This is an optimization exercise on Yosys and OpenROAD, whose aim is a short achievable clock period and few clock cycles, not a production implementation. No run shown here included a check of the RTL's function; only the layout flow was run. Power and IR drop assume default switching activity.

===== config.mk =====
export PLATFORM = sky130hd
export DESIGN_NAME = snappy_dec
export DESIGN_NICKNAME = snappy_dec
export VERILOG_FILES = /design/flow/design.v
export SDC_FILE = /design/flow/constraint.sdc
export NUM_CORES = 4
export LEC_CHECK = 0
export ABC_CLOCK_PERIOD_IN_PS = 3000
export CAP_MARGIN = 20
export CORE_MARGIN = 2
export CORE_UTILIZATION = 40
export CTS_CLUSTER_DIAMETER = 100
export CTS_CLUSTER_SIZE = 30
export SLEW_MARGIN = 20

===== constraint.sdc =====
create_clock -name core_clock -period 10.0 [get_ports {clk}]
set_input_delay 2.0000 -clock core_clock [delete_from_list [all_inputs] [get_ports {clk}]]
set_output_delay 2.0000 -clock core_clock [all_outputs]
set_load 0.01 [all_outputs]

===== design.v =====
module snappy_dec (
    input  wire        clk,
    input  wire        rst,
    input  wire        start,
    input  wire [15:0] src_len,
    input  wire [15:0] dst_cap,
    output wire        busy,
    output reg         done,
    output reg  [7:0]  fault,
    output reg  [31:0] result,
    output reg  [31:0] info0,
    output reg  [31:0] info1,
    output reg         in_re,
    output reg  [15:0] in_addr,
    input  wire [7:0]  in_rdata,
    output reg         out_re,
    output reg  [15:0] out_raddr,
    input  wire [7:0]  out_rdata,
    output reg         out_we,
    output reg  [15:0] out_waddr,
    output reg  [7:0]  out_wdata
);
    localparam [7:0] F_NONE      = 8'h00;
    localparam [7:0] F_VARINT    = 8'h01;
    localparam [7:0] F_COPY_OFF  = 8'h02;
    localparam [7:0] F_LEN_MISM  = 8'h03;
    localparam [7:0] F_TRUNC     = 8'h04;
    localparam [7:0] F_OVERRUN   = 8'h05;
    localparam [7:0] F_DST_SMALL = 8'h21;
    localparam [1:0] M_MEM = 2'd0, M_H1 = 2'd1, M_H2 = 2'd2;
    reg        st_hdr;        
    reg        st_decl;       
    reg        st_tag;        
    reg        st_trl;        
    reg        st_lchk;       
    reg        st_pay;        
    reg        st_end;        
    reg        st_flt;        
    reg        upd;           
    reg        upd_sl;        
    reg        upd_c;         
    reg        upd_l;         
    reg        busy_q;
    reg [15:0] src_len_q;
    reg [15:0] dst_cap_q;
    assign busy = busy_q;
    wire go = start & ~busy_q;
    reg        fin;           
    reg        fin_ok;
    reg  [15:0] na;           
    reg         rd_pend;      
    reg         fetch_en;
    reg  [7:0]  iq [0:3];
    reg  [1:0]  iq_wp, iq_rp;
    reg  [2:0]  iq_cnt;
    reg  [7:0]  hb;           
    reg         hv;           
    reg         pop;          
    wire [2:0]  iq_use = iq_cnt + {2'd0, hv} + {2'd0, in_re} + {2'd0, rd_pend};
    wire        issue = fetch_en && (iq_use < 3'd4) && (na != src_len_q);
    wire        h_take = !hv || pop;
    wire        iq_v = (iq_cnt != 3'd0);
    wire        iq_pop  = h_take && iq_v;
    wire        iq_push = rd_pend && !(h_take && !iq_v);
    always @(posedge clk) begin
        if (!busy_q || fin) begin
            in_addr <= 16'd0;
            na      <= (go & ~fin) ? 16'd1 : 16'd0;
        end else if (issue) begin
            in_addr <= na;
            na      <= na + 16'd1;
        end
    end
    always @(posedge clk) begin
        if (rst) begin
            in_re   <= 1'b0;
            rd_pend <= 1'b0;
            iq_wp   <= 2'd0;
            iq_rp   <= 2'd0;
            iq_cnt  <= 3'd0;
            hv      <= 1'b0;
        end else begin
            rd_pend <= in_re;
            if (!busy_q || fin)
                in_re <= go & ~fin;
            else
                in_re <= issue;
            if (fin) begin
                iq_wp  <= 2'd0;
                iq_rp  <= 2'd0;
                iq_cnt <= 3'd0;
                hv     <= 1'b0;
            end else begin
                if (iq_push) iq_wp <= iq_wp + 2'd1;
                if (iq_pop)  iq_rp <= iq_rp + 2'd1;
                if (iq_push && !iq_pop)      iq_cnt <= iq_cnt + 3'd1;
                else if (!iq_push && iq_pop) iq_cnt <= iq_cnt - 3'd1;
                if (h_take) hv <= iq_v || rd_pend;
            end
        end
    end
    always @(posedge clk) begin
        if (iq_push) iq[iq_wp] <= in_rdata;
        if (h_take) hb <= iq_v ? iq[iq_rp] : in_rdata;
    end
    reg         cq_lit  [0:3];
    reg  [1:0]  cq_mode [0:3];
    reg  [15:0] cq_len  [0:3];
    reg  [15:0] cq_src  [0:3];
    reg         cq_one  [0:3];
    reg  [1:0]  cq_wp, cq_rp;
    reg  [2:0]  cq_cnt;
    wire        cq_full  = cq_cnt[2];
    wire        cq_v     = (cq_cnt != 3'd0);
    reg         cq_push;
    reg         cq_pop;
    reg  [7:0]  lq [0:15];
    reg  [3:0]  lq_wp, lq_rp;
    reg  [4:0]  lq_cnt;
    wire        lq_full = lq_cnt[4];
    wire        lq_v    = (lq_cnt != 5'd0);
    reg         lq_push;
    reg         lq_pop;
    always @(posedge clk) begin
        if (rst || fin) begin
            cq_wp <= 2'd0; cq_rp <= 2'd0; cq_cnt <= 3'd0;
            lq_wp <= 4'd0; lq_rp <= 4'd0; lq_cnt <= 5'd0;
        end else begin
            if (cq_push) cq_wp <= cq_wp + 2'd1;
            if (cq_pop)  cq_rp <= cq_rp + 2'd1;
            if (cq_push && !cq_pop)      cq_cnt <= cq_cnt + 3'd1;
            else if (!cq_push && cq_pop) cq_cnt <= cq_cnt - 3'd1;
            if (lq_push) lq_wp <= lq_wp + 4'd1;
            if (lq_pop)  lq_rp <= lq_rp + 4'd1;
            if (lq_push && !lq_pop)      lq_cnt <= lq_cnt + 5'd1;
            else if (!lq_push && lq_pop) lq_cnt <= lq_cnt - 5'd1;
        end
    end
    reg  [16:0] rem;          
    reg         rem_z;        
    reg  [31:0] decl;         
    reg  [2:0]  vn;           
    reg  [16:0] P;            
    reg  [16:0] Pold;         
    reg  [16:0] room;         
    reg  [7:0]  tag;
    reg  [2:0]  tcnt;         
    reg  [2:0]  tidx;         
    reg  [31:0] trl;          
    reg  [16:0] pay;          
    reg  [16:0] alen;         
    reg         alen1;        
    reg  [7:0]  hbyte;        
    reg  [7:0]  f_code;
    reg  [1:0]  f_i0;         
    reg  [1:0]  f_i1;         
    wire [1:0]  hk  = hb[1:0];
    wire [5:0]  hu  = hb[7:2];
    reg  [2:0]  h_tcnt;
    always @(*) begin
        case (hk)
            2'b00:   h_tcnt = (hu >= 6'd60) ? ({1'b0, hu[1:0]} + 3'd1) : 3'd0;
            2'b01:   h_tcnt = 3'd1;
            2'b10:   h_tcnt = 3'd2;
            default: h_tcnt = 3'd4;
        endcase
    end
    wire        h_short = (hk == 2'b00) && (hu < 6'd60);
    wire [6:0]  h_len   = (hk == 2'b01) ? {4'd0, hu[2:0]} + 7'd4 : {1'b0, hu} + 7'd1;
    wire        h_f04t = (rem[16:3] == 14'd0) && (h_tcnt >= rem[2:0]);
    wire        t_f04 = (alen > rem);
    wire        t_f05 = (alen > room);
    wire [31:0] c_off = trl;
    wire        c_f02 = (c_off == 32'd0) || (c_off > {15'd0, P});
    wire        t_bad = (upd_sl && t_f04) || (upd_c && c_f02) || t_f05;
    wire        l_f04 = (trl >= {15'd0, rem});
    reg  [31:0] vbits;
    always @(*) begin
        case (vn)
            3'd0:    vbits = {25'd0, hb[6:0]};
            3'd1:    vbits = {18'd0, hb[6:0], 7'd0};
            3'd2:    vbits = {11'd0, hb[6:0], 14'd0};
            3'd3:    vbits = {4'd0, hb[6:0], 21'd0};
            default: vbits = {hb[3:0], 28'd0};
        endcase
    end
    reg         cur_v;
    reg         s1_v;
    reg         s2_v;
    wire        exec_idle = !cur_v && !cq_v && !s1_v && !s2_v;
    always @(*) begin
        pop     = hv && ((st_hdr && !rem_z) || (st_tag && !rem_z && !cq_full) || (st_trl && !cq_full)
                         || (st_pay && !lq_full));
        cq_push = upd && !t_bad;
        lq_push = st_pay && pop;
        fin     = (st_end && exec_idle) || (st_flt && !in_re && !rd_pend);
        fin_ok  = st_end;
    end
    always @(posedge clk) begin
        if (!cq_full) begin
            cq_lit[cq_wp]  <= !upd_c;
            cq_mode[cq_wp] <= (c_off[15:0] == 16'd1) ? M_H1 : (c_off[15:0] == 16'd2) ? M_H2 : M_MEM;
            cq_len[cq_wp]  <= alen[15:0];
            cq_src[cq_wp]  <= P[15:0] - c_off[15:0];
            cq_one[cq_wp]  <= alen1;
        end
        if (!lq_full)
            lq[lq_wp]      <= hb;
    end
    always @(posedge clk) begin
        if (rst) begin
            st_hdr <= 1'b0; st_decl <= 1'b0; st_tag <= 1'b0; st_trl <= 1'b0;
            st_lchk <= 1'b0; st_pay <= 1'b0; st_end <= 1'b0; st_flt <= 1'b0;
            upd <= 1'b0; upd_sl <= 1'b0; upd_c <= 1'b0; upd_l <= 1'b0;
            fetch_en <= 1'b0;
            busy_q <= 1'b0;
        end else begin
            upd <= 1'b0; upd_sl <= 1'b0; upd_c <= 1'b0; upd_l <= 1'b0;
            if (!busy_q) begin
                if (go) begin
                    busy_q   <= 1'b1;
                    st_hdr   <= 1'b1;
                    fetch_en <= 1'b1;
                end
            end else if (fin) begin
                busy_q   <= 1'b0;
                st_end   <= 1'b0;
                st_flt   <= 1'b0;
                fetch_en <= 1'b0;
            end else begin
                if (upd_c) st_tag <= 1'b1;
                if (upd_l) st_pay <= 1'b1;
                if (st_hdr) begin
                    if (rem_z) begin
                        st_hdr <= 1'b0; st_flt <= 1'b1; fetch_en <= 1'b0;
                    end else if (hv) begin
                        if (!hb[7]) begin
                            st_hdr <= 1'b0; st_decl <= 1'b1;
                        end else if (vn == 3'd4) begin
                            st_hdr <= 1'b0; st_flt <= 1'b1; fetch_en <= 1'b0;
                        end
                    end
                end
                if (st_decl) begin
                    st_decl <= 1'b0;
                    if (decl > {16'd0, dst_cap_q}) begin
                        st_flt <= 1'b1; fetch_en <= 1'b0;
                    end else
                        st_tag <= 1'b1;
                end
                if (st_tag) begin
                    if (rem_z) begin
                        st_tag <= 1'b0; fetch_en <= 1'b0;
                        if (room == 17'd0)
                            st_end <= 1'b1;
                        else
                            st_flt <= 1'b1;
                    end else if (pop) begin
                        st_tag <= 1'b0;
                        if (h_f04t) begin
                            st_flt <= 1'b1; fetch_en <= 1'b0;
                        end else if (h_short) begin
                            st_pay <= 1'b1;
                            upd    <= 1'b1;
                            upd_sl <= 1'b1;
                        end else
                            st_trl <= 1'b1;
                    end
                end
                if (st_trl && pop && tidx + 3'd1 == tcnt) begin
                    st_trl <= 1'b0;
                    if (tag[1:0] == 2'b00)
                        st_lchk <= 1'b1;
                    else begin
                        upd   <= 1'b1;
                        upd_c <= 1'b1;
                    end
                end
                if (st_lchk) begin
                    if (l_f04) begin
                        st_lchk <= 1'b0; st_flt <= 1'b1; fetch_en <= 1'b0;
                    end else if (!cq_full) begin
                        st_lchk <= 1'b0;
                        upd     <= 1'b1;
                        upd_l   <= 1'b1;
                    end
                end
                if (st_pay && pop && pay == 17'd0) begin
                    st_pay <= 1'b0;
                    st_tag <= 1'b1;
                end
                if (upd && t_bad) begin
                    st_tag <= 1'b0; st_pay <= 1'b0;
                    st_flt <= 1'b1; fetch_en <= 1'b0;
                end
            end
        end
    end
    always @(posedge clk) begin
        if (!busy_q) begin
            src_len_q <= src_len;
            dst_cap_q <= dst_cap;
            rem       <= {1'b0, src_len};
            rem_z     <= (src_len == 16'd0);
            decl      <= 32'd0;
            vn        <= 3'd0;
            P         <= 17'd0;
            Pold      <= 17'd0;
        end else begin
            if (pop) begin
                rem   <= rem - 17'd1;
                rem_z <= (rem == 17'd1);
            end
            if (upd) begin
                Pold <= P;
                P    <= P + alen;
                room <= room - alen;
            end
            if (st_hdr && hv) begin
                decl  <= decl | vbits;
                vn    <= vn + 3'd1;
                hbyte <= hb;
            end
            if (st_decl)
                room <= decl[16:0];
            if (st_tag) begin
                tag    <= hb;
                tcnt   <= h_tcnt;
                tidx   <= 3'd0;
                trl    <= (hk == 2'b01) ? {21'd0, hb[7:5], 8'd0} : 32'd0;
                pay    <= {11'd0, hu};
                alen   <= {10'd0, h_len};
                alen1  <= (h_len == 7'd1);
            end
            if (st_trl && pop) begin
                case (tidx)
                    3'd0:    trl[7:0]   <= hb;
                    3'd1:    trl[15:8]  <= hb;
                    3'd2:    trl[23:16] <= hb;
                    default: trl[31:24] <= hb;
                endcase
                tidx <= tidx + 3'd1;
            end
            if (st_lchk) begin
                alen  <= trl[16:0] + 17'd1;
                alen1 <= (trl[16:0] == 17'd0);
                pay   <= trl[16:0];
            end
            if (st_pay && pop)
                pay <= pay - 17'd1;
        end
    end
    always @(posedge clk) begin
        if (st_hdr && rem_z) begin
            f_code <= F_TRUNC; f_i0 <= 2'd0; f_i1 <= 2'd0;
        end
        if (st_hdr && !rem_z && hv) begin
            f_code <= F_VARINT; f_i0 <= 2'd1; f_i1 <= 2'd0;
        end
        if (st_decl) begin
            f_code <= F_DST_SMALL; f_i0 <= 2'd2; f_i1 <= 2'd1;
        end
        if (st_tag && rem_z) begin
            f_code <= F_LEN_MISM; f_i0 <= 2'd2; f_i1 <= 2'd3;
        end
        if (st_tag && !rem_z) begin
            f_code <= F_TRUNC; f_i0 <= 2'd2; f_i1 <= 2'd3;
        end
        if (st_lchk) begin
            f_code <= F_TRUNC; f_i0 <= 2'd2; f_i1 <= 2'd3;
        end
        if (upd) begin
            f_i0 <= (upd_c && c_f02) ? 2'd3 : 2'd2;
            if (upd_sl && t_f04) begin
                f_code <= F_TRUNC;    f_i1 <= 2'd2;
            end else if (upd_c && c_f02) begin
                f_code <= F_COPY_OFF; f_i1 <= 2'd2;
            end else begin
                f_code <= F_OVERRUN;  f_i1 <= 2'd3;
            end
        end
    end
    always @(posedge clk) begin
        if (rst)
            done <= 1'b0;
        else
            done <= fin;
    end
    always @(posedge clk) begin
        if (fin) begin
            if (fin_ok) begin
                fault  <= F_NONE;
                result <= decl;
                info0  <= 32'd0;
                info1  <= 32'd0;
            end else begin
                fault  <= f_code;
                result <= 32'd0;
                case (f_i0)
                    2'd0:    info0 <= 32'd0;
                    2'd1:    info0 <= {24'd0, hbyte};
                    2'd2:    info0 <= decl;
                    default: info0 <= c_off;
                endcase
                case (f_i1)
                    2'd0:    info1 <= 32'd0;
                    2'd1:    info1 <= {16'd0, dst_cap_q};
                    2'd2:    info1 <= {15'd0, Pold};
                    default: info1 <= {15'd0, P};
                endcase
            end
        end
    end
    reg         cur_lit;
    reg  [1:0]  cur_mode;
    reg  [15:0] cur_cnt;
    reg         cur_last;
    reg  [15:0] cur_src;
    wire        x_iss  = cur_v && (!cur_lit || lq_v);
    wire        x_free = !cur_v || (x_iss && cur_last);
    wire        x_ld   = x_free && cq_v;
    always @(*) begin
        cq_pop = x_ld;
        lq_pop = x_iss && cur_lit;
    end
    reg  [1:0]  s1_sel;       
    reg  [7:0]  s1_b;
    reg  [1:0]  s2_sel;
    reg  [7:0]  s2_b;
    reg  [7:0]  hist2;
    reg  [15:0] wa;           
    always @(posedge clk) begin
        if (rst || fin) begin
            cur_v    <= 1'b0;
            s1_v     <= 1'b0;
            s2_v     <= 1'b0;
            out_re   <= 1'b0;
            out_we   <= 1'b0;
        end else begin
            if (x_ld)
                cur_v <= 1'b1;
            else if (x_iss && cur_last)
                cur_v <= 1'b0;
            s1_v   <= x_iss;
            out_re <= x_iss && !cur_lit && (cur_mode == M_MEM);
            s2_v   <= s1_v;
            out_we <= s2_v;
        end
    end
    always @(posedge clk) begin
        if (x_ld) begin
            cur_lit  <= cq_lit[cq_rp];
            cur_mode <= cq_mode[cq_rp];
            cur_cnt  <= cq_len[cq_rp];
            cur_last <= cq_one[cq_rp];
            cur_src  <= cq_src[cq_rp];
        end else if (x_iss) begin
            cur_cnt  <= cur_cnt - 16'd1;
            cur_last <= (cur_cnt == 16'd2);
            cur_src  <= cur_src + 16'd1;
        end
        if (!busy_q)
            wa <= 16'd0;
        else if (s2_v)
            wa <= wa + 16'd1;
        out_raddr <= cur_src;
        s1_sel    <= cur_lit ? 2'd3 : cur_mode;
        s1_b      <= lq[lq_rp];
        s2_sel    <= s1_sel;
        s2_b      <= s1_b;
        if (s2_v) begin
            out_waddr <= wa;
            hist2     <= out_wdata;
            case (s2_sel)
                2'd0:    out_wdata <= out_rdata;
                2'd1:    out_wdata <= out_wdata;
                2'd2:    out_wdata <= hist2;
                default: out_wdata <= s2_b;
            endcase
        end
    end
endmodule

===== flow/run.sh =====
#!/bin/bash
set -euo pipefail
bash standard.sh SETUP_SLACK_MARGIN=6.8 finish > flow_make.log 2>&1

===== standard.sh =====
#!/bin/bash
# synth_recipe.tcl (not shown) runs the flow's synth.tcl, then flattens the netlist and writes it again
# the make line also repeats each setting of config.mk as NAME=value (left out here)
make -C /OpenROAD-flow-scripts/flow DESIGN_CONFIG=/design/flow/config.mk WORK_HOME=/design/flow/orfs CLKGATE_MAP_FILE= SYNTH_SCRIPT=/design/flow/synth_recipe.tcl "${@:-finish}"

==> impl_summary.txt, run 1 <==
----------------------------------------------------
[Run status]
  Status ... complete, no violations

[Final layout]
  Layout-stage area growth over the synthesis result ... 13.00%
  Most used cells in the layout excluding fill and tap cells ... edfxtp_1, nor2_1, nand2_1
  Fraction of final layout cells with drive strength greater than 1 ... 0.1738
  Final net count ... approximately 3500
  Most common library cell in the layout ignoring fill and taps ... edfxtp_1

[Worst setup path]
  Largest fanout of any net on the critical path ... 3
  WP data required ... between 10 and 15 ns
  Launching element type of the critical path ... flip-flop
  Crit Path Category ... reg2reg
  Crit path arrival time ... just over 4 ns
  Capturing element type of the critical path ... flip-flop

[STA]
  Worst Max-Slew Pin Slew ... around 1.1 ns
  Number of failing hold endpoints at the final stage ... 0
  Setup_tns ... 0 ns
  Total count of max-transition violations in the final report ... 0
  Rel. slew slack ... 0.2854
  Worst slack on hold paths ... 0.3390 ns
  Final clock skew ... about 0.020 ns
  Unrepaired setup endpoints after global routing ... yes
  Highest attainable clock frequency ... between 0.2 and 0.3 GHz
  Final worst-path cycle share ... 0.3654
  Final setup violation count ... 0
  Final critical-path required period ... around 3.7 ns

[Logic synthesis]
  Avg Synthesized Cell Area ... 12.58 µm²
  #FFs+latches synth ... 830
  Number of unique standard cell types used by synthesis ... 89
  Post-synthesis cell count ... between 3000 and 4000
  Most used flip-flop cell after synthesis ... edfxtp_1
  Count of flip-flops with a built-in enable after synthesis ... 638
  Post-synth design cell area ... roughly 0.038 mm²
  Total of warnings raised by yosys ... 1
  Proportion of synthesized flip-flops having asynchronous set or reset ... 0
  Sequential fraction of the synthesis area ... 0.6055

[Global route]
  Total routing usage reported by global routing ... 0.1953
  Number of global-route vias before repair ... ~24000
  GRT Residual Overflow ... 0
  Wire length of the first global-routing pass ... about 150000 µm
  Largest net degree at the start of global routing ... 72
  Number of antenna violations at the first check in global routing ... 3

[Route]
  DRC Markers ... 0
  Initial DRC count ... 2267
  Via density per instance ... between 5 and 6
  DR WL/cell ... about 21 µm
  Antenna Nets Post-Route ... 0
  Routed wire length ... slightly below 100000 µm
  DRT Pass-1 Iters ... 6
  Via count ... approximately 24000

[CTS]
  Post-cts hold buffer count ... 0
  Root buffer cell ... clkbuf_16
  TritonCTS clock tree ... done
  Num CTS Buffers ... 37
  Max clock buf depth ... 3
  Clock slew at reported path FFs ... 0.11 ns
  H-tree depth ... 2
  Number of clock sinks ... 830
  Worst-Skew Late Latency ... 0.60 ns

[Place]
  Final GP Congestion ... roughly 0.9
  Number of buffers inserted by port buffering ... a little under 200
  Placed wire-length estimate ... a little under 70000 µm

[Floorplan]
  Initial Util ... 0.4016
  Number of rows in the core area ... about 110
  # IOs ... ~220
  Core Region ... 0.09459 mm²
  Die outline height ... approximately 310 µm
  Die extent in x ... ~310 µm
  Total Die Area ... between 0.09 and 0.1 mm²

[Power and ir drop]
  PD cells ... just under 200 mW/mm²
  Worst vdd ir ... ~0.15 mV
  Static leakage ... 15.30 nW

[Job]
  Max-cap check violation count ... 0

[Hold path]
  Worst min path class ... reg2reg

----------------------------------------------------
## path summary, 6_finish.rpt
check	to	cells past startpoint	slack [ns]	start
setup / recovery	cq_cnt[2]	15	6.35	trl[15]
hold / removal	s2_b[1]	0	0.34	s1_b[1]
setup reg to reg	cq_cnt[2]	15	6.35	trl[15]
hold reg to reg	s2_b[1]	0	0.34	s1_b[1]
## critical path, stage by stage (launching register included)
cell      delay [ns]
edfxtp_1        0.50
ha_4            0.32
nand4_1         0.20
nor4_4          0.35
nand4_1         0.16
a211o_1         0.28
a32o_2          0.26
a211o_4         0.35
nor2_4          0.14
ha_4            0.16
inv_2           0.03
fa_2            0.32
xor2_1          0.15
nor2_1          0.13
xnor2_1         0.13
nor2_1          0.05
## area by class of cell
class / count / area [µm²]
Clock inverter: 13 / 162.7
Multi-Input combinational cell: 1912 / 14260
Sequential cell: 830 / 23060
Clock buffer: 52 / 982.2
Tap cell: 1265 / 1583
Timing Repair Buffer: 314 / 2317
Inverter: 147 / 558.0
Antenna cell: 1 / 2.502
Fill cell: 8576 / 51660
## layer usage
metal	track usage	share of wire	up-vias
met3	0.02628	0.053	147
met5	0	0.00013	-
met2	0.3200	0.47	659
met1	0.2672	0.44	11720
met4	0.06851	0.036	2
li1	-	-	11360
## synthesized netlist by cell type, types with 28 or more instances
| cell type | count | area share |
|---|---|---|
| nand4_1 | 33 | 0.0054 |
| mux2_2 | 29 | 0.0086 |
| clkbuf_1 | 103 | 0.010 |
| nand2_1 | 233 | 0.023 |
| edfxtp_1 | 638 | 0.50 |
| mux4_2 | 84 | 0.050 |
| inv_1 | 144 | 0.014 |
| xor2_1 | 75 | 0.017 |
| nor2_1 | 342 | 0.034 |
| ha_1 | 161 | 0.053 |
| and2_1 | 45 | 0.0074 |
| o21ai_0 | 130 | 0.017 |
| nor2b_1 | 28 | 0.0046 |
| mux2i_1 | 88 | 0.023 |
| a21oi_1 | 123 | 0.016 |
| and3_1 | 30 | 0.0049 |
| nor4_1 | 33 | 0.0054 |
| dfxtp_1 | 192 | 0.10 |
| xnor2_1 | 92 | 0.021 |
| nand3_1 | 53 | 0.0070 |
| nor3_1 | 46 | 0.0061 |
## kinds of logic after synthesis
| kind of cell | share of synthesized area |
|---|---|
| compound gates | 0.07035 |
| xor+xnor | 0.03850 |
| fa+ha+maj | 0.05672 |
| buf+inv | 0.03224 |
| flops | 0.6055 |
| mux | 0.08158 |
| other cells | 0.00009871 |
| simple gates | 0.1150 |
## timing repair
item | CTS | global route
setup endpoints to repair | 216 | 115
hold endpoints to repair | 0 | 0
cloned | 0 | 4
pin swaps | 9 | 25
buffers inserted | 28 | 39
resized for setup | 604 | 79
## flip-flops by register name, summed over array words and instances (netlist names), 32 cells and up, named ones only
register and flops:
decl 32, iq 32, lq 128, cq_len 64, info0 32, cq_src 64, trl 32, result 32
## through the flow
stage | total power, mW | cell area, µm² | instances | utilization | setup WS (ns)
after detailed placement | 6.583 | 41430 | 4397 | 0.4380 | 5.912
after floorplan | 5.844 | 38250 | 3038 | - | 6.040
final | 8.461 | 42930 | 4534 | 0.4538 | 6.346
after global routing | 8.880 | 42920 | 4533 | 0.4538 | 6.204
after CTS | 8.417 | 42450 | 4490 | 0.4488 | 6.289
after global placement | 6.553 | 41430 | 4396 | 0.4380 | 5.929
## where the power goes
part | total [mW] | switching [mW] | leakage (nW) | internal [mW]
sequential | 4.54 | 0.266 | 7.53 | 4.27
combinational | 2.07 | 1.20 | 7.23 | 0.868
clock | 1.85 | 1.12 | 0.548 | 0.734
total | 8.46 | 2.59 | 15.3 | 5.87
==> run 2: changes to the inputs <==
--- a/config.mk
+++ b/config.mk
@@ -11,4 +11,2 @@
 export CORE_UTILIZATION = 40
-export CTS_CLUSTER_DIAMETER = 100
-export CTS_CLUSTER_SIZE = 30
 export SLEW_MARGIN = 20
==> impl_summary.txt, run 2 <==
----------------------------------------------------
[Run status]
  Status ... complete, no violations (unchanged)

[Route]
  Initial DRC count ... 2188 (was 2267)
  Via density per instance ... 5.273 (was 5.268)
  Antenna Nets Post-Route ... 0 (unchanged)
  Via count ... 24390 (was 23880)
  DRT Pass-1 Iters ... 8 (was 6)
  DRC Markers ... 0 (unchanged)
  DR WL/cell ... 21.44 µm (was 21.48 µm)
  Routed wire length ... 99200 µm (was 97400 µm)

[CTS]
  Number of clock sinks ... 830 (unchanged)
  Post-cts hold buffer count ... 0 (unchanged)
  Worst-Skew Late Latency ... 0.66 ns (was 0.60 ns)
  Clock slew at reported path FFs ... 0.07 ns (was 0.11 ns)
  Num CTS Buffers ... 89 (was 37)
  Root buffer cell ... clkbuf_16 (unchanged)
  TritonCTS clock tree ... done (unchanged)
  Max clock buf depth ... 3 (unchanged)
  H-tree depth ... 3 (was 2)

[STA]
  Unrepaired setup endpoints after global routing ... yes (unchanged)
  Final clock skew ... 0.03262 ns (was 0.02031 ns)
  Setup_tns ... 0 ns (unchanged)
  Worst slack on hold paths ... 0.3271 ns (was 0.3390 ns)
  Total count of max-transition violations in the final report ... 0 (unchanged)
  Highest attainable clock frequency ... 0.2738 GHz (was 0.2737 GHz)
  Final setup violation count ... 0 (unchanged)
  Worst Max-Slew Pin Slew ... 1.059 ns (was 1.064 ns)
  Number of failing hold endpoints at the final stage ... 0 (unchanged)
  Final worst-path cycle share ... 0.3653 (was 0.3654)
  Rel. slew slack ... 0.2884 (was 0.2854)
  Final critical-path required period ... 3.653 ns (was 3.654 ns)

[Final layout]
  Fraction of final layout cells with drive strength greater than 1 ... 0.1901 (was 0.1738)
  Final net count ... 3505 (was 3461)
  Most used cells in the layout excluding fill and tap cells ... edfxtp_1, nor2_1, nand2_1 (unchanged)
  Antenna diode instance count ... 0 (was 1)
  Most common library cell in the layout ignoring fill and taps ... edfxtp_1 (unchanged)
  Flip-flop count of the largest register, all copies and words added ... 128 (unchanged)
  Layout-stage area growth over the synthesis result ... 17.41% (was 13.00%)

[Logic synthesis]
  Proportion of synthesized flip-flops having asynchronous set or reset ... 0 (unchanged)
  Main combinational cell family by area after synthesis ... simple AND/OR/NAND/NOR gates (unchanged)
  Area share of xor/xnor cells in the synthesized design ... 0.03850 (unchanged)
  Post-synthesis cell count ... 3020 (unchanged)
  Adder and majority cell fraction of the synthesized area ... 0.05672 (unchanged)
  Share of synthesized area spent on multiplexers ... 0.08158 (unchanged)
  Yosys top cell area share ... 0.5043 (unchanged)
  Most used flip-flop cell after synthesis ... edfxtp_1 (unchanged)
  Avg Synthesized Cell Area ... 12.58 µm² (unchanged)
  Complex-gate fraction of the synthesized area ... 0.07035 (unchanged)
  Total of warnings raised by yosys ... 1 (unchanged)
  Count leader, synth ... edfxtp_1 (unchanged)
  #FFs+latches synth ... 830 (unchanged)
  Sequential fraction of the synthesis area ... 0.6055 (unchanged)
  Yosys top cell by area ... edfxtp_1 (unchanged)
  Largest cells by area after synthesis ... edfxtp_1, dfxtp_1, ha_1 (unchanged)
  Post-synth design cell area ... 0.03799 mm² (unchanged)
  Count of flip-flops with a built-in enable after synthesis ... 638 (unchanged)
  Share of synthesized cell area in and, or, nand and nor gates ... 0.1150 (unchanged)
  Number of unique standard cell types used by synthesis ... 89 (unchanged)
  Most frequent cells after synthesis ... edfxtp_1, nor2_1, nand2_1 (unchanged)

[Worst setup path]
  Capturing element type of the critical path ... flip-flop (unchanged)
  Crit path arrival time ... 4.18 ns (was 4.13 ns)
  Largest fanout of any net on the critical path ... 3 (unchanged)
  Crit Path Category ... reg2reg (unchanged)
  WP data required ... 10.52 ns (was 10.47 ns)
  Launching element type of the critical path ... flip-flop (unchanged)

[Place]
  Final GP Congestion ... 0.8974 (unchanged)
  Placed wire-length estimate ... 67600 µm (unchanged)
  Number of buffers inserted by port buffering ... 196 (unchanged)

[Floorplan]
  Initial Util ... 0.4016 (unchanged)
  Die extent in x ... 312.2 µm (unchanged)
  Number of rows in the core area ... 113 (unchanged)
  Die outline height ... 312.2 µm (unchanged)
  Core Region ... 0.09459 mm² (unchanged)
  # IOs ... 216 (unchanged)
  Total Die Area ... 0.09745 mm² (unchanged)

[Global route]
  GRT Residual Overflow ... 0 (unchanged)
  Largest net degree at the start of global routing ... 72 (unchanged)
  Number of global-route vias before repair ... 24090 (was 23500)
  Wire length of the first global-routing pass ... 148400 µm (was 145700 µm)
  Number of antenna violations at the first check in global routing ... 3 (unchanged)
  Total routing usage reported by global routing ... 0.1997 (was 0.1953)

[Job]
  Max-cap check violation count ... 0 (unchanged)

[Power and ir drop]
  Worst vdd ir ... 0.1468 mV (was 0.1492 mV)
  Static leakage ... 16.16 nW (was 15.30 nW)
  PD cells ... 222.3 mW/mm² (was 197.1 mW/mm²)
  Overall power consumption ... 9.916 mW (was 8.461 mW)

[Hold path]
  Worst min path class ... reg2reg (unchanged)

----------------------------------------------------
==> run 2: cell counts after synthesis <==
No cell type changed its count.
==> run 2: cell families after synthesis <==
| family | after synthesis |
|---|---|
| AO/OA/AOI/OAI | 427 |
| adder cells (fa/ha/maj) | 168 |
| buffers and inverters | 296 |
| other | 1 |
| AND/OR/NAND/NOR | 930 |
| multiplexers | 201 |
| XOR/XNOR | 167 |
| flip-flops | 830 |
==> run 2: routing by layer <==
layer / wire, µm / global-route usage / up-vias
met5: 13 / 0 / -
met4: 3669 / 0.07933 / 2
met3: 5675 / 0.03179 / 175
met2: 46720 / 0.3243 / 722
met1: 43130 / 0.2687 / 11980
li1: - / - / 11520
==> run 2: final timing paths <==
check                           startpoint   endpoint  slack (ns)  cells after the start
worst min-delay path               s1_b[4]    s2_b[4]        0.33                      0
worst min register to register     s1_b[4]    s2_b[4]        0.33                      0
worst max register to register     trl[15]  cq_cnt[2]        6.35                     15
worst max-delay path               trl[15]  cq_cnt[2]        6.35                     15
==> run 2: worst max-delay path: stages (launching register included) <==
cell	delay (ns)
edfxtp_1	0.50
ha_4	0.32
nand4_1	0.18
nor4_4	0.35
nand4_1	0.17
or2_1	0.26
a32o_2	0.31
a211o_4	0.31
nor2_4	0.13
ha_4	0.16
inv_2	0.03
fa_2	0.33
xor2_1	0.17
nor2_1	0.11
xnor2_1	0.13
nor2_1	0.07
==> run 2: layout make-up <==
type	count	area (µm²)
Fill cell	8434	49990
Sequential cell	830	23050
Multi-Input combinational cell	1912	14240
Clock buffer	118	2399
Timing Repair Buffer	306	2267
Tap cell	1265	1583
Inverter	147	558.0
Clock inverter	48	508.0
==> run 2: where the power goes <==
part | switching [mW] | internal [mW] | total, mW
Combinational | 1.22 | 0.866 | 2.08
Sequential | 0.265 | 4.28 | 4.54
Clock | 1.38 | 1.91 | 3.29
Total | 2.86 | 7.05 | 9.92
==> run 2: repair_timing <==
item | CTS | global route
resized for setup | 641 | 64
pin swaps | 6 | 12
gates cloned | 0 | 4
endpoints found under the setup margin | 226 | 173
buffers inserted | 28 | 31
==> run 2: stage by stage <==
stage                       util  instance area, µm²  setup slack (ns)  instances
after floorplan                -               38250             6.040       3038
after global routing      0.4715               44600             6.190       4626
after detailed placement  0.4380               41430             5.912       4397
final                     0.4715               44600             6.347       4626
after global placement    0.4380               41430             5.929       4396
after CTS                 0.4663               44110             6.334       4591
==> run 3: changes to the inputs <==
--- a/design.v
+++ b/design.v
@@ -42,2 +42,5 @@
     reg        upd_l;         
+    reg        chk;           
+    reg        chk_bad;       
+    reg        big;           
     reg        busy_q;
@@ -110,6 +113,6 @@
     reg         cq_one  [0:3];
-    reg  [1:0]  cq_wp, cq_rp;
-    reg  [2:0]  cq_cnt;
-    wire        cq_full  = cq_cnt[2];
-    wire        cq_v     = (cq_cnt != 3'd0);
+    reg  [2:0]  cq_wp, cq_rp;     
+    wire [2:0]  cq_used  = cq_wp - cq_rp;
+    wire        cq_v     = (cq_wp != cq_rp);
+    wire        cq_stall = cq_used[2] || (cq_used[1:0] == 2'd3);
     reg         cq_push;
@@ -117,6 +120,5 @@
     reg  [7:0]  lq [0:15];
-    reg  [3:0]  lq_wp, lq_rp;
-    reg  [4:0]  lq_cnt;
-    wire        lq_full = lq_cnt[4];
-    wire        lq_v    = (lq_cnt != 5'd0);
+    reg  [4:0]  lq_wp, lq_rp;     
+    wire        lq_full = (lq_wp[3:0] == lq_rp[3:0]) && (lq_wp[4] != lq_rp[4]);
+    wire        lq_v    = (lq_wp != lq_rp);
     reg         lq_push;
@@ -125,13 +127,9 @@
         if (rst || fin) begin
-            cq_wp <= 2'd0; cq_rp <= 2'd0; cq_cnt <= 3'd0;
-            lq_wp <= 4'd0; lq_rp <= 4'd0; lq_cnt <= 5'd0;
+            cq_wp <= 3'd0; cq_rp <= 3'd0;
+            lq_wp <= 5'd0; lq_rp <= 5'd0;
         end else begin
-            if (cq_push) cq_wp <= cq_wp + 2'd1;
-            if (cq_pop)  cq_rp <= cq_rp + 2'd1;
-            if (cq_push && !cq_pop)      cq_cnt <= cq_cnt + 3'd1;
-            else if (!cq_push && cq_pop) cq_cnt <= cq_cnt - 3'd1;
-            if (lq_push) lq_wp <= lq_wp + 4'd1;
-            if (lq_pop)  lq_rp <= lq_rp + 4'd1;
-            if (lq_push && !lq_pop)      lq_cnt <= lq_cnt + 5'd1;
-            else if (!lq_push && lq_pop) lq_cnt <= lq_cnt - 5'd1;
+            if (cq_push) cq_wp <= cq_wp + 3'd1;
+            if (cq_pop)  cq_rp <= cq_rp + 3'd1;
+            if (lq_push) lq_wp <= lq_wp + 5'd1;
+            if (lq_pop)  lq_rp <= lq_rp + 5'd1;
         end
@@ -156,2 +154,5 @@
     reg  [1:0]  f_i1;         
+    reg  [7:0]  t_code;       
+    reg  [1:0]  t_i0;
+    reg  [1:0]  t_i1;
     wire [1:0]  hk  = hb[1:0];
@@ -174,4 +175,5 @@
     wire        c_f02 = (c_off == 32'd0) || (c_off > {15'd0, P});
-    wire        t_bad = (upd_sl && t_f04) || (upd_c && c_f02) || t_f05;
-    wire        l_f04 = (trl >= {15'd0, rem});
+    wire        t_f04l = (upd_sl || upd_l) && (t_f04 || big);
+    wire        t_f02c = upd_c && c_f02;
+    wire        t_bad  = t_f04l || t_f02c || t_f05;
     reg  [31:0] vbits;
@@ -191,5 +193,5 @@
     always @(*) begin
-        pop     = hv && ((st_hdr && !rem_z) || (st_tag && !rem_z && !cq_full) || (st_trl && !cq_full)
+        pop     = hv && ((st_hdr && !rem_z) || (st_tag && !rem_z && !cq_stall) || (st_trl && !cq_stall)
                          || (st_pay && !lq_full));
-        cq_push = upd && !t_bad;
+        cq_push = chk && !chk_bad;
         lq_push = st_pay && pop;
@@ -199,11 +201,11 @@
     always @(posedge clk) begin
-        if (!cq_full) begin
-            cq_lit[cq_wp]  <= !upd_c;
-            cq_mode[cq_wp] <= (c_off[15:0] == 16'd1) ? M_H1 : (c_off[15:0] == 16'd2) ? M_H2 : M_MEM;
-            cq_len[cq_wp]  <= alen[15:0];
-            cq_src[cq_wp]  <= P[15:0] - c_off[15:0];
-            cq_one[cq_wp]  <= alen1;
+        if (upd) begin
+            cq_lit[cq_wp[1:0]]  <= !upd_c;
+            cq_mode[cq_wp[1:0]] <= (c_off[15:0] == 16'd1) ? M_H1 : (c_off[15:0] == 16'd2) ? M_H2 : M_MEM;
+            cq_len[cq_wp[1:0]]  <= alen[15:0];
+            cq_src[cq_wp[1:0]]  <= P[15:0] - c_off[15:0];
+            cq_one[cq_wp[1:0]]  <= alen1;
         end
         if (!lq_full)
-            lq[lq_wp]      <= hb;
+            lq[lq_wp[3:0]]      <= hb;
     end
@@ -214,2 +216,3 @@
             upd <= 1'b0; upd_sl <= 1'b0; upd_c <= 1'b0; upd_l <= 1'b0;
+            chk <= 1'b0; chk_bad <= 1'b0;
             fetch_en <= 1'b0;
@@ -218,2 +221,4 @@
             upd <= 1'b0; upd_sl <= 1'b0; upd_c <= 1'b0; upd_l <= 1'b0;
+            chk     <= upd && busy_q && !fin;
+            chk_bad <= t_bad;
             if (!busy_q) begin
@@ -279,5 +284,3 @@
                 if (st_lchk) begin
-                    if (l_f04) begin
-                        st_lchk <= 1'b0; st_flt <= 1'b1; fetch_en <= 1'b0;
-                    end else if (!cq_full) begin
+                    if (!cq_stall) begin
                         st_lchk <= 1'b0;
@@ -291,4 +294,6 @@
                 end
-                if (upd && t_bad) begin
-                    st_tag <= 1'b0; st_pay <= 1'b0;
+                if (chk && chk_bad) begin
+                    st_hdr <= 1'b0; st_decl <= 1'b0; st_tag <= 1'b0; st_trl <= 1'b0;
+                    st_lchk <= 1'b0; st_pay <= 1'b0; st_end <= 1'b0;
+                    upd <= 1'b0; upd_sl <= 1'b0; upd_c <= 1'b0; upd_l <= 1'b0;
                     st_flt <= 1'b1; fetch_en <= 1'b0;
@@ -329,3 +334,2 @@
                 tidx   <= 3'd0;
-                trl    <= (hk == 2'b01) ? {21'd0, hb[7:5], 8'd0} : 32'd0;
                 pay    <= {11'd0, hu};
@@ -333,2 +337,3 @@
                 alen1  <= (h_len == 7'd1);
+                big    <= 1'b0;
             end
@@ -336,3 +341,3 @@
                 case (tidx)
-                    3'd0:    trl[7:0]   <= hb;
+                    3'd0:    trl <= {21'd0, (tag[1:0] == 2'b01) ? tag[7:5] : 3'd0, hb};
                     3'd1:    trl[15:8]  <= hb;
@@ -347,2 +352,3 @@
                 pay   <= trl[16:0];
+                big   <= (trl[31:17] != 15'd0) || (trl[16:0] == 17'h1ffff);
             end
@@ -368,15 +374,15 @@
         end
-        if (st_lchk) begin
-            f_code <= F_TRUNC; f_i0 <= 2'd2; f_i1 <= 2'd3;
-        end
         if (upd) begin
-            f_i0 <= (upd_c && c_f02) ? 2'd3 : 2'd2;
-            if (upd_sl && t_f04) begin
-                f_code <= F_TRUNC;    f_i1 <= 2'd2;
-            end else if (upd_c && c_f02) begin
-                f_code <= F_COPY_OFF; f_i1 <= 2'd2;
+            t_i0 <= t_f02c ? 2'd3 : 2'd2;
+            if (t_f04l) begin
+                t_code <= F_TRUNC;    t_i1 <= 2'd2;
+            end else if (t_f02c) begin
+                t_code <= F_COPY_OFF; t_i1 <= 2'd2;
             end else begin
-                f_code <= F_OVERRUN;  f_i1 <= 2'd3;
+                t_code <= F_OVERRUN;  t_i1 <= 2'd3;
             end
         end
+        if (chk && chk_bad) begin
+            f_code <= t_code; f_i0 <= t_i0; f_i1 <= t_i1;
+        end
     end
@@ -451,7 +457,7 @@
         if (x_ld) begin
-            cur_lit  <= cq_lit[cq_rp];
-            cur_mode <= cq_mode[cq_rp];
-            cur_cnt  <= cq_len[cq_rp];
-            cur_last <= cq_one[cq_rp];
-            cur_src  <= cq_src[cq_rp];
+            cur_lit  <= cq_lit[cq_rp[1:0]];
+            cur_mode <= cq_mode[cq_rp[1:0]];
+            cur_cnt  <= cq_len[cq_rp[1:0]];
+            cur_last <= cq_one[cq_rp[1:0]];
+            cur_src  <= cq_src[cq_rp[1:0]];
         end else if (x_iss) begin
@@ -467,3 +473,3 @@
         s1_sel    <= cur_lit ? 2'd3 : cur_mode;
-        s1_b      <= lq[lq_rp];
+        s1_b      <= lq[lq_rp[3:0]];
         s2_sel    <= s1_sel;
==> impl_summary.txt, run 3 <==
----------------------------------------------------
[Global route]
  Total routing usage reported by global routing ... 0.1908 (was 0.1997)
  Largest net degree at the start of global routing ... 74 (was 72)
  Number of antenna violations at the first check in global routing ... 1 (was 3)
  Wire length of the first global-routing pass ... 139900 µm (was 148400 µm)
  Number of global-route vias before repair ... 22820 (was 24090)
  GRT Residual Overflow ... 0 (unchanged)

[Logic synthesis]
  Post-synthesis cell count ... 2964 (was 3020)
  Sequential fraction of the synthesis area ... 0.6188 (was 0.6055)
  Number of unique standard cell types used by synthesis ... 78 (was 89)
  Yosys top cell area share ... 0.5174 (was 0.5043)
  Largest cells by area after synthesis ... edfxtp_1, dfxtp_1, mux4_2 (was edfxtp_1, dfxtp_1, ha_1)
  Most frequent cells after synthesis ... edfxtp_1, nor2_1, nand2_1 (unchanged)
  Post-synth design cell area ... 0.03750 mm² (was 0.03799 mm²)
  #FFs+latches synth ... 836 (was 830)
  Count leader, synth ... edfxtp_1 (unchanged)
  Proportion of synthesized flip-flops having asynchronous set or reset ... 0 (unchanged)
  Total of warnings raised by yosys ... 1 (unchanged)
  Yosys top cell by area ... edfxtp_1 (unchanged)
  Avg Synthesized Cell Area ... 12.65 µm² (was 12.58 µm²)
  Most used flip-flop cell after synthesis ... edfxtp_1 (unchanged)
  Count of flip-flops with a built-in enable after synthesis ... 646 (was 638)

[Route]
  DRC Markers ... 0 (unchanged)
  Initial DRC count ... 1948 (was 2188)
  Routed wire length ... 92520 µm (was 99200 µm)
  Via density per instance ... 5.191 (was 5.273)
  DR WL/cell ... 20.55 µm (was 21.44 µm)
  Antenna Nets Post-Route ... 0 (unchanged)
  DRT Pass-1 Iters ... 5 (was 8)
  Via count ... 23380 (was 24390)

[Worst setup path]
  Critical Path Slowest Stage Cell ... dfxtp_1 (was edfxtp_1)
  Crit path arrival time ... 1.30 ns (was 4.18 ns)
  Buffers and inverters on the worst path ... 1 (unchanged)
  Largest fanout of any net on the critical path ... 4 (was 3)
  Capturing element type of the critical path ... output pin (was flip-flop)
  Origin of the worst setup path ... in_re (was trl[15])
  Launching point of the worst reg2reg path ... cq_rp[0] (was trl[15])
  Cell-by-cell listing of the critical path ... clkbuf_2 (was ha_4, nand4_1, nor4_4, nand4_1, or2_1, a32o_2, a211o_4, nor2_4, ha_4, inv_2, fa_2, xor2_1, nor2_1, xnor2_1, nor2_1)
  Launching element type of the critical path ... flip-flop (unchanged)
  WP data required ... 8.00 ns (was 10.52 ns)
  Delay of the slowest cell on the worst path ... 0.43 ns (was 0.50 ns)
  Crit Path Category ... reg2out (was reg2reg)
  Cell family contributing the most delay on the critical path ... flip-flops (was simple AND/OR/NAND/NOR gates)

[STA]
  Final critical-path required period ... 3.299 ns (was 3.653 ns)
  Setup_tns ... 0 ns (unchanged)
  Final worst-path cycle share ... 0.3299 (was 0.3653)
  Unrepaired setup endpoints after global routing ... yes (unchanged)
  Highest attainable clock frequency ... 0.3031 GHz (was 0.2738 GHz)
  Number of failing hold endpoints at the final stage ... 0 (unchanged)
  Final setup violation count ... 0 (unchanged)
  Final clock skew ... 0.02842 ns (was 0.03262 ns)
  Worst slack on hold paths ... 0.3230 ns (was 0.3271 ns)
  Worst Max-Slew Pin Slew ... 1.005 ns (was 1.059 ns)
  Rel. slew slack ... 0.3297 (was 0.2884)
  Total count of max-transition violations in the final report ... 0 (unchanged)

[Final layout]
  Layout-stage area growth over the synthesis result ... 15.85% (was 17.41%)
  Final non-filler cell total ... 4503 (was 4626)
  Fill cell instance count of the final layout ... 8444 (was 8434)
  Most used cells in the layout excluding fill and tap cells ... edfxtp_1, nor2_1, nand2_1 (unchanged)
  Antenna diode instance count ... 0 (unchanged)
  Final net count ... 3373 (was 3505)
  Flip-flop count of the largest register, all copies and words added ... 128 (unchanged)
  Fraction of final layout cells with drive strength greater than 1 ... 0.1493 (was 0.1901)
  Most common library cell in the layout ignoring fill and taps ... edfxtp_1 (unchanged)
  Fin util ... 0.4668 (was 0.4715)

[CTS]
  Clock slew at reported path FFs ... 0.07 ns (about the same)
  Root buffer cell ... clkbuf_16 (unchanged)
  H-tree depth ... 3 (unchanged)
  Num CTS Buffers ... 90 (was 89)
  TritonCTS clock tree ... done (unchanged)
  Max clock buf depth ... 3 (unchanged)
  Post-cts hold buffer count ... 0 (unchanged)
  Worst-Skew Late Latency ... 0.66 ns (about the same)
  Number of clock sinks ... 836 (was 830)

[Power and ir drop]
  Overall power consumption ... 8.817 mW (was 9.916 mW)
  PD cells ... 203.0 mW/mm² (was 222.3 mW/mm²)
  Static leakage ... 15.47 nW (was 16.16 nW)
  Worst vdd ir ... 0.1163 mV (was 0.1468 mV)

[Hold path]
  Source of the worst hold timing path ... s1_b[7] (was s1_b[4])
  Worst min path class ... reg2reg (unchanged)

[Job]
  Max-cap check violation count ... 0 (unchanged)

[Floorplan]
  Die extent in x ... 310.2 µm (was 312.2 µm)
  Die outline height ... 310.2 µm (was 312.2 µm)
  # IOs ... 216 (unchanged)
  Number of rows in the core area ... 112 (was 113)
  Initial Util ... 0.4030 (was 0.4016)
  Core Region ... 0.09305 mm² (was 0.09459 mm²)
  Total Die Area ... 0.09621 mm² (was 0.09745 mm²)

[Place]
  Number of buffers inserted by port buffering ... 196 (unchanged)
  Final GP Congestion ... 0.8665 (was 0.8974)
  Placed Cells incl. Taps ... 4329 (was 4397)
  Placed wire-length estimate ... 63440 µm (was 67600 µm)

[Run status]
  Status ... complete, no violations (unchanged)

----------------------------------------------------
## run 3: changes by cell type in the layout (fill, tap and decap cells not counted), sizes merged, moves of 10 or more
cell   before  now
and2       46   82
o21a       12   25
xnor2      92   81
mux2       29    9
o31ai      28    7
a22oi      20   10
buf       248  191
ha        161  143
## run 3: area by class of cell
cell class	instances	area, µm²	share of cell area
Timing Repair Buffer	243	1684	0.03877
Inverter	146	558.0	0.01285
Sequential cell	836	23230	0.5349
Clock inverter	52	616.8	0.01420
Clock buffer	116	2436	0.05608
Multi-Input combinational cell	1856	13340	0.3071
Tap cell	1254	1569	0.03612
## run 3: metal layers
layer,track usage,up-vias,wire [µm]
li1,-,11120,-
met1,0.2741,11480,42740
met2,0.2998,636,42500
met3,0.02976,144,5015
met4,0.05483,2,2238
met5,0,-,16
## run 3: worst paths after layout
| path | to | slack (ns) | depth (start not counted) |
|---|---|---|---|
| worst max-delay path | in_re | 6.70 | 1 |
| worst min register to register | s2_b[7] | 0.32 | 0 |
| worst min-delay path | s2_b[7] | 0.32 | 0 |
| worst max register to register | trl[26] | 6.90 | 10 |
## run 3: kinds of logic (layout without fill, tap and decap cells)
logic type               Yosys count  count (layout)  synth area share
AO/OA/AOI/OAI                    404             404           0.06744
XOR/XNOR                         165             165           0.03894
adder cells (fa/ha/maj)          149             149           0.05092
buffers and inverters            290             557           0.03137
flip-flops                       836             836            0.6188
multiplexers                     174             174           0.07478
other                              1              19         0.0001000
AND/OR/NAND/NOR                  945             945            0.1177
## run 3: power breakdown
part	total [mW]	internal, mW	switching (mW)
sequential	4.24	4.08	0.156
clock	3.44	2.04	1.40
combinational	1.14	0.442	0.697
total	8.82	6.56	2.25
## run 3: repair_timing
item                                    CTS  global route
pin swaps                                 0             0
buffers inserted                          1             4
gates cloned                              0             1
endpoints found under the setup margin  198           330
resized for setup                       601            35
## run 3: metrics by stage
stage	setup WS [ns]	cell area [µm²]
global placement	6.239	40850
CTS	6.474	43250
finish	6.701	43440
global route	6.625	43440
floorplan	6.690	37620
detailed placement	6.192	40850
==> run 4: changes to the inputs <==
--- a/config.mk
+++ b/config.mk
@@ -11,2 +11,4 @@
 export CORE_UTILIZATION = 40
+export CTS_CLUSTER_DIAMETER = 80
+export CTS_CLUSTER_SIZE = 20
 export SLEW_MARGIN = 20
==> impl_summary.txt, run 4 <==
----------------------------------------------------
[Run status]
  Status ... complete, no violations (unchanged)

[CTS]
  Number of clock sinks ... 836 (unchanged)
  H-tree depth ... 2 (was 3)
  Max clock buf depth ... 3 (unchanged)
  Worst-Skew Late Latency ... 0.67 ns (was 0.66 ns)
  Num CTS Buffers ... 50 (was 90)
  TritonCTS clock tree ... done (unchanged)
  Clock slew at reported path FFs ... 0.09 ns (was 0.07 ns)
  Root buffer cell ... clkbuf_16 (unchanged)

[Worst setup path]
  Critical Path Slowest Stage Cell ... edfxtp_1 (was dfxtp_1)
  Cell family contributing the most delay on the critical path ... flip-flops (unchanged)
  Crit Path Category ... reg2out (unchanged)
  Worst Reg-to-Reg Cells ... 6 (was 10)
  Critical path depth ... 1 (unchanged)
  Largest fanout of any net on the critical path ... 1 (was 4)
  Cell-by-cell listing of the critical path ... buf_2 (was clkbuf_2)
  WP data required ... 8.00 ns (about the same)
  Buffers and inverters on the worst path ... 1 (unchanged)
  Crit path arrival time ... 1.32 ns (was 1.30 ns)
  Launching element type of the critical path ... flip-flop (unchanged)
  Delay of the slowest cell on the worst path ... 0.47 ns (was 0.43 ns)
  Capturing element type of the critical path ... output pin (unchanged)

[Logic synthesis]
  Post-synth design cell area ... 0.03750 mm² (unchanged)
  Avg Synthesized Cell Area ... 12.65 µm² (unchanged)
  Total of warnings raised by yosys ... 1 (unchanged)
  Most frequent cells after synthesis ... edfxtp_1, nor2_1, nand2_1 (unchanged)
  Yosys top cell by area ... edfxtp_1 (unchanged)
  Sequential fraction of the synthesis area ... 0.6188 (unchanged)
  Count of flip-flops with a built-in enable after synthesis ... 646 (unchanged)
  Proportion of synthesized flip-flops having asynchronous set or reset ... 0 (unchanged)
  Yosys top cell area share ... 0.5174 (unchanged)
  Largest cells by area after synthesis ... edfxtp_1, dfxtp_1, mux4_2 (unchanged)
  Count leader, synth ... edfxtp_1 (unchanged)
  Number of unique standard cell types used by synthesis ... 78 (unchanged)
  #FFs+latches synth ... 836 (unchanged)
  Most used flip-flop cell after synthesis ... edfxtp_1 (unchanged)
  Post-synthesis cell count ... 2964 (unchanged)

[STA]
  Worst Max-Slew Pin Slew ... 1.010 ns (was 1.005 ns)
  Rel. slew slack ... 0.3268 (was 0.3297)
  Final worst-path cycle share ... 0.3320 (was 0.3299)
  Final setup violation count ... 0 (unchanged)
  Highest attainable clock frequency ... 0.3012 GHz (was 0.3031 GHz)
  Total count of max-transition violations in the final report ... 0 (unchanged)
  Unrepaired setup endpoints after global routing ... yes (unchanged)
  Setup_tns ... 0 ns (unchanged)
  Final critical-path required period ... 3.320 ns (was 3.299 ns)
  Number of failing hold endpoints at the final stage ... 0 (unchanged)
  Final clock skew ... 0.05912 ns (was 0.02842 ns)

[Final layout]
  Final net count ... 3333 (was 3373)
  Layout Cell Area excl Fill ... 0.04198 mm² (was 0.04344 mm²)
  Fraction of final layout cells with drive strength greater than 1 ... 0.1330 (was 0.1493)
  Layout-stage area growth over the synthesis result ... 11.95% (was 15.85%)
  Flip-flop count of the largest register, all copies and words added ... 128 (unchanged)
  Antenna diode instance count ... 0 (unchanged)
  Most used cells in the layout excluding fill and tap cells ... edfxtp_1, nor2_1, nand2_1 (unchanged)
  Most common library cell in the layout ignoring fill and taps ... edfxtp_1 (unchanged)

[Floorplan]
  Total Die Area ... 0.09621 mm² (unchanged)
  Number of rows in the core area ... 112 (unchanged)
  Die extent in x ... 310.2 µm (unchanged)
  # IOs ... 216 (unchanged)
  Core Region ... 0.09305 mm² (unchanged)
  Die outline height ... 310.2 µm (unchanged)
  Initial Util ... 0.4030 (unchanged)

[Place]
  Placed wire-length estimate ... 63440 µm (unchanged)
  Instance area at placement ... 0.04085 mm² (unchanged)
  Number of buffers inserted by port buffering ... 196 (unchanged)
  Final GP Congestion ... 0.8665 (unchanged)

[Global route]
  Number of global-route vias before repair ... 22300 (was 22820)
  Total routing usage reported by global routing ... 0.1874 (was 0.1908)
  GRT Residual Overflow ... 0 (unchanged)
  Number of antenna violations at the first check in global routing ... 2 (was 1)
  Wire length of the first global-routing pass ... 137300 µm (was 139900 µm)
  Largest net degree at the start of global routing ... 74 (unchanged)

[Job]
  Max-cap check violation count ... 0 (unchanged)

[Route]
  DRT Pass-1 Iters ... 5 (unchanged)
  Routed wire length ... 91390 µm (was 92520 µm)
  DR WL/cell ... 20.64 µm (was 20.55 µm)
  Via count ... 23190 (was 23380)
  Antenna Nets Post-Route ... 0 (unchanged)
  Initial DRC count ... 1944 (was 1948)
  Via density per instance ... 5.236 (was 5.191)
  DRC Markers ... 0 (unchanged)

[Hold path]
  Hold-critical path depth ... 0 (unchanged)
  Worst min path class ... reg2reg (unchanged)

[Power and ir drop]
  PD cells ... 179.9 mW/mm² (was 203.0 mW/mm²)
  Static leakage ... 14.74 nW (was 15.47 nW)
  Worst vdd ir ... 0.1334 mV (was 0.1163 mV)
  Overall power consumption ... 7.552 mW (was 8.817 mW)

----------------------------------------------------
## run 4: area by class of cell
| class | count | area (µm²) |
|---|---|---|
| fill | 8580 | 51070 |
| clock inverter | 11 | 145.1 |
| multi-input combinational | 1856 | 13340 |
| tap | 1254 | 1569 |
| timing repair buffer | 243 | 1697 |
| clock buffer | 82 | 1415 |
| inverter | 146 | 558.0 |
| sequential | 836 | 23250 |
## run 4: power breakdown
group | switching, mW | internal (mW) | leakage, nW
Clock | 1.18 | 0.999 | 0.747
Sequential | 0.156 | 4.07 | 7.47
Combinational | 0.698 | 0.442 | 6.52
Total | 2.04 | 5.51 | 14.7
## run 4: final timing paths
check	slack, ns	start	endpoint
max	6.68	info0[0]	info0[0]
min	0.33	s1_b[1]	s2_b[1]
max reg2reg	6.90	hv	na[8]
min reg2reg	0.33	s1_b[1]	s2_b[1]
## run 4: cells by family (layout without fill, tap and decap cells)
logic type                 count (synthesis)  after routing  share of synthesized area
buffers and inverters                    290            482                    0.03137
and+or+nand+nor                          945            945                     0.1177
AOI/OAI and AO/OA                        404            404                    0.06744
DFF                                      836            836                     0.6188
adders and majority gates                149            149                    0.05092
muxes                                    174            174                    0.07478
other                                      1             19                  0.0001000
xor gates and xnor gates                 165            165                    0.03894
## run 4: routing by layer
layer | global-route usage | routed length (µm) | vias up
met3 | 0.02248 | 4573 | 132
met5 | 0 | 26 | -
li1 | - | - | 11000
met1 | 0.2726 | 42550 | 11430
met2 | 0.2932 | 41370 | 624
met4 | 0.05909 | 2870 | 4
## run 4: timing repair
item,4_1_cts,5_1_grt
endpoints found under the setup margin,198,334
buffers inserted,1,4
hold buffers,0,0
cloned,0,1
gates resized for setup,605,45
## run 4: through the flow
step                hold WS (ns)  instances  utilization  setup WS, ns
floorplan                 0.3096       2982            -         6.690
global placement          0.3128       4329       0.4391         6.239
detailed placement        0.3121       4329       0.4391         6.192
CTS                       0.3322       4423       0.4492         6.461
global route              0.3387       4428       0.4511         6.669
finish                    0.3275       4428       0.4511         6.680
==> run 5: changes to the inputs <==
--- a/design.v
+++ b/design.v
@@ -71,5 +71,5 @@
             na      <= (go & ~fin) ? 16'd1 : 16'd0;
-        end else if (issue) begin
-            in_addr <= na;
-            na      <= na + 16'd1;
+        end else begin
+            in_addr <= na;               
+            if (issue) na <= na + 16'd1;
         end
@@ -395,3 +395,3 @@
     always @(posedge clk) begin
-        if (fin) begin
+        begin
             if (fin_ok) begin
@@ -435,4 +435,14 @@
     reg  [7:0]  s2_b;
-    reg  [7:0]  hist2;
+    reg  [7:0]  hist1;        
+    reg  [7:0]  hist2;        
+    reg  [7:0]  nbyte;
     reg  [15:0] wa;           
+    always @(*) begin
+        case (s2_sel)
+            2'd0:    nbyte = out_rdata;
+            2'd1:    nbyte = hist1;
+            2'd2:    nbyte = hist2;
+            default: nbyte = s2_b;
+        endcase
+    end
     always @(posedge clk) begin
@@ -476,11 +486,7 @@
         s2_b      <= s1_b;
+        out_waddr <= wa;
+        out_wdata <= nbyte;
         if (s2_v) begin
-            out_waddr <= wa;
-            hist2     <= out_wdata;
-            case (s2_sel)
-                2'd0:    out_wdata <= out_rdata;
-                2'd1:    out_wdata <= out_wdata;
-                2'd2:    out_wdata <= hist2;
-                default: out_wdata <= s2_b;
-            endcase
+            hist1 <= nbyte;
+            hist2 <= hist1;
         end
==> flow/run.sh (replaced) <==
#!/bin/bash
set -euo pipefail
bash standard.sh SETUP_SLACK_MARGIN=7.2 finish > flow_make.log 2>&1
--- a/config.mk
+++ b/config.mk
@@ -10,3 +10,3 @@
 export CORE_MARGIN = 2
-export CORE_UTILIZATION = 40
+export CORE_UTILIZATION = 60
 export CTS_CLUSTER_DIAMETER = 80
==> impl_summary.txt, run 5 <==
----------------------------------------------------
[Place]
  Final GP Congestion ... 0.9188 (was 0.8665)
  Placed Cells incl. Taps ... 3761 (was 4329)
  Placed wire-length estimate ... 60520 µm (was 63440 µm)
  Number of buffers inserted by port buffering ... 196 (unchanged)

[CTS]
  Post-cts hold buffer count ... 0 (unchanged)
  TritonCTS clock tree ... done (unchanged)
  Number of clock sinks ... 844 (was 836)
  H-tree depth ... 2 (unchanged)
  Root buffer cell ... clkbuf_16 (unchanged)
  Num CTS Buffers ... 48 (was 50)
  Worst-Skew Late Latency ... 0.62 ns (was 0.67 ns)
  Clock slew at reported path FFs ... 0.09 ns (about the same)
  Max clock buf depth ... 3 (unchanged)

[Floorplan]
  Initial Util ... 0.6069 (was 0.4030)
  Number of rows in the core area ... 90 (was 112)
  Die outline height ... 250.8 µm (was 310.2 µm)
  Total Die Area ... 0.06292 mm² (was 0.09621 mm²)
  # IOs ... 216 (unchanged)
  Core Region ... 0.06025 mm² (was 0.09305 mm²)
  Die extent in x ... 250.8 µm (was 310.2 µm)

[Final layout]
  Flip-flop count of the largest register, all copies and words added ... 128 (unchanged)
  Antenna diode instance count ... 0 (unchanged)
  Combined area of the multi-input logic cells ... 0.01368 mm² (was 0.01334 mm²)
  Fill cell instance count of the final layout ... 4250 (was 8580)
  Layout-stage area growth over the synthesis result ... 14.94% (was 11.95%)
  Final net count ... 3326 (was 3333)
  Most common library cell in the layout ignoring fill and taps ... edfxtp_1 (unchanged)
  Fraction of final layout cells with drive strength greater than 1 ... 0.2092 (was 0.1330)
  Area taken by flip-flops and latches ... 0.02248 mm² (was 0.02325 mm²)
  Final non-filler cell total ... 3947 (was 4428)
  Most used cells in the layout excluding fill and tap cells ... edfxtp_1, nor2_1, dfxtp_1 (was edfxtp_1, nor2_1, nand2_1)

[Route]
  Antenna Nets Post-Route ... 0 (unchanged)
  DRT Pass-1 Iters ... 5 (unchanged)
  Initial DRC count ... 2035 (was 1944)
  Routed wire length ... 90510 µm (was 91390 µm)
  DRC Markers ... 0 (unchanged)
  DR WL/cell ... 22.93 µm (was 20.64 µm)
  Via density per instance ... 5.967 (was 5.236)
  Via count ... 23550 (was 23190)

[Power and ir drop]
  Worst vdd ir ... 0.1617 mV (was 0.1334 mV)
  Static leakage ... 15.42 nW (was 14.74 nW)
  Net switching fraction of the power ... 0.2558 (was 0.2698)
  PD cells ... 173.4 mW/mm² (was 179.9 mW/mm²)
  Internal power summed over all cells ... 5.422 mW (was 5.515 mW)
  Part of the total power dissipated in combinational logic ... 0.156 (was 0.151)
  Net switching power of the design ... 1.863 mW (was 2.037 mW)
  Power share of the clock group ... 0.281 (was 0.289)
  Relative contribution of sequential cells to total power ... 0.564 (was 0.560)

[Worst setup path]
  Launching element type of the critical path ... flip-flop (unchanged)
  Cell-by-cell listing of the critical path ... buf_6 (was buf_2)
  Capturing element type of the critical path ... output pin (unchanged)
  Delay of the slowest cell on the worst path ... 0.37 ns (was 0.47 ns)
  Crit Path Category ... reg2out (unchanged)
  Largest fanout of any net on the critical path ... 2 (was 1)
  WP data required ... 8.00 ns (about the same)
  Cell family contributing the most delay on the critical path ... flip-flops (unchanged)
  Critical Path Slowest Stage Cell ... dfxtp_4 (was edfxtp_1)
  Buffers and inverters on the worst path ... 1 (unchanged)
  Crit path arrival time ... 1.11 ns (was 1.32 ns)

[Global route]
  Wire length of the first global-routing pass ... 136300 µm (was 137300 µm)
  Largest net degree at the start of global routing ... 85 (was 74)
  GRT Residual Overflow ... 0 (unchanged)
  Number of global-route vias before repair ... 23020 (was 22300)
  Total routing usage reported by global routing ... 0.2844 (was 0.1874)
  Number of antenna violations at the first check in global routing ... 5 (was 2)

[Job]
  Max-cap check violation count ... 0 (unchanged)

[Logic synthesis]
  #FFs+latches synth ... 844 (was 836)
  Proportion of synthesized flip-flops having asynchronous set or reset ... 0 (unchanged)
  Count of flip-flops with a built-in enable after synthesis ... 545 (was 646)
  Total of warnings raised by yosys ... 1 (unchanged)
  Post-synthesis cell count ... 2880 (was 2964)
  Yosys top cell area share ... 0.4476 (was 0.5174)
  Number of unique standard cell types used by synthesis ... 90 (was 78)
  Post-synth design cell area ... 0.03656 mm² (was 0.03750 mm²)
  Yosys top cell by area ... edfxtp_1 (unchanged)
  Sequential fraction of the synthesis area ... 0.6114 (was 0.6188)
  Avg Synthesized Cell Area ... 12.69 µm² (was 12.65 µm²)
  Count leader, synth ... edfxtp_1 (unchanged)
  Most used flip-flop cell after synthesis ... edfxtp_1 (unchanged)
  Largest cells by area after synthesis ... edfxtp_1, dfxtp_1, mux4_2 (unchanged)
  Most frequent cells after synthesis ... edfxtp_1, nor2_1, dfxtp_1 (was edfxtp_1, nor2_1, nand2_1)

[STA]
  Final clock skew ... 0.01829 ns (was 0.05912 ns)
  Highest attainable clock frequency ... 0.3217 GHz (was 0.3012 GHz)
  Final worst-path cycle share ... 0.3108 (was 0.3320)
  Worst Max-Slew Pin Slew ... 1.071 ns (was 1.010 ns)
  Unrepaired setup endpoints after global routing ... yes (unchanged)
  Rel. slew slack ... 0.2822 (was 0.3268)
  Setup_tns ... 0 ns (unchanged)
  Total count of max-transition violations in the final report ... 0 (unchanged)
  Final critical-path required period ... 3.108 ns (was 3.320 ns)
  Final setup violation count ... 0 (unchanged)
  Number of failing hold endpoints at the final stage ... 0 (unchanged)

[Run status]
  Status ... complete, no violations (unchanged)

[Hold path]
  Worst min path class ... reg2reg (unchanged)

----------------------------------------------------
-- run 5: cell families after synthesis --
kind of cell	synth area share
flip-flops	0.6114
AO/OA/AOI/OAI	0.06903
buffers and inverters	0.03107
adder cells (fa/ha/maj)	0.05222
AND/OR/NAND/NOR	0.1136
multiplexers	0.08101
other	0.0001026
XOR/XNOR	0.04162
-- run 5: final timing paths --
check | from | to | slack, ns | cells after the start
setup / recovery | in_re | in_re | 6.89 | 1
hold / removal | s1_b[5] | s2_b[5] | 0.33 | 0
setup reg to reg | hb[5] | fetch_en | 7.08 | 14
hold reg to reg | s1_b[5] | s2_b[5] | 0.33 | 0
-- run 5: area by class of cell --
| type | count | area share |
|---|---|---|
| Clock inverter | 3 | 0.0008039 |
| Multi-Input combinational cell | 1779 | 0.3256 |
| Sequential cell | 844 | 0.5350 |
| Clock buffer | 86 | 0.03320 |
| Inverter | 127 | 0.01176 |
| Timing Repair Buffer | 326 | 0.07039 |
| Tap cell | 782 | 0.02328 |
-- run 5: power groups by stage --
stage	logic, mW	clock network (mW)	registers [mW]
3_5_place_dp	0.870	0	4.20
6_report	1.13	2.05	4.11
4_1_cts	1.05	2.09	4.10
5_1_grt	1.21	2.21	4.12
2_1_floorplan	0.517	0	4.18
3_3_place_gp	0.844	0	4.19
-- run 5: routing by layer --
| layer | part of all wire | vias up | track usage |
|---|---|---|---|
| met3 | 0.077 | 197 | 0.04856 |
| met5 | 0.00030 | - | 0 |
| met1 | 0.42 | 11580 | 0.3972 |
| met2 | 0.47 | 910 | 0.4581 |
| met4 | 0.034 | 6 | 0.09273 |
| li1 | - | 10860 | - |
-- run 5: what timing repair did --
| action | 4_1_cts | 5_1_grt |
|---|---|---|
| cloned | 4 | 4 |
| buffers inserted | 54 | 34 |
| pin swaps | 27 | 35 |
| gates resized for setup | 787 | 131 |
| setup endpoints to repair | 358 | 300 |
-- run 5: through the flow --
stage | utilization | area (µm²) | setup slack, ns | hold slack [ns] | power (mW)
final | 0.6975 | 42020 | 6.892 | 0.3317 | 7.286
after global routing | 0.6975 | 42020 | 6.857 | 0.3403 | 7.541
after CTS | 0.6845 | 41240 | 6.864 | 0.3354 | 7.244
after detailed placement | 0.6521 | 39290 | 6.339 | 0.3121 | 5.067
after global placement | 0.6521 | 39290 | 6.318 | 0.3145 | 5.033
after floorplan | - | 36760 | 7.069 | 0.3096 | 4.695

Check on run 5: ideal ports give 6.892 ns setup slack; a clkbuf_16 on the clock port and buf_2 on the inputs give 6.828 ns; moving port delays by the midpoint clock arrival (0.675 ns) as well gives 6.621 ns.
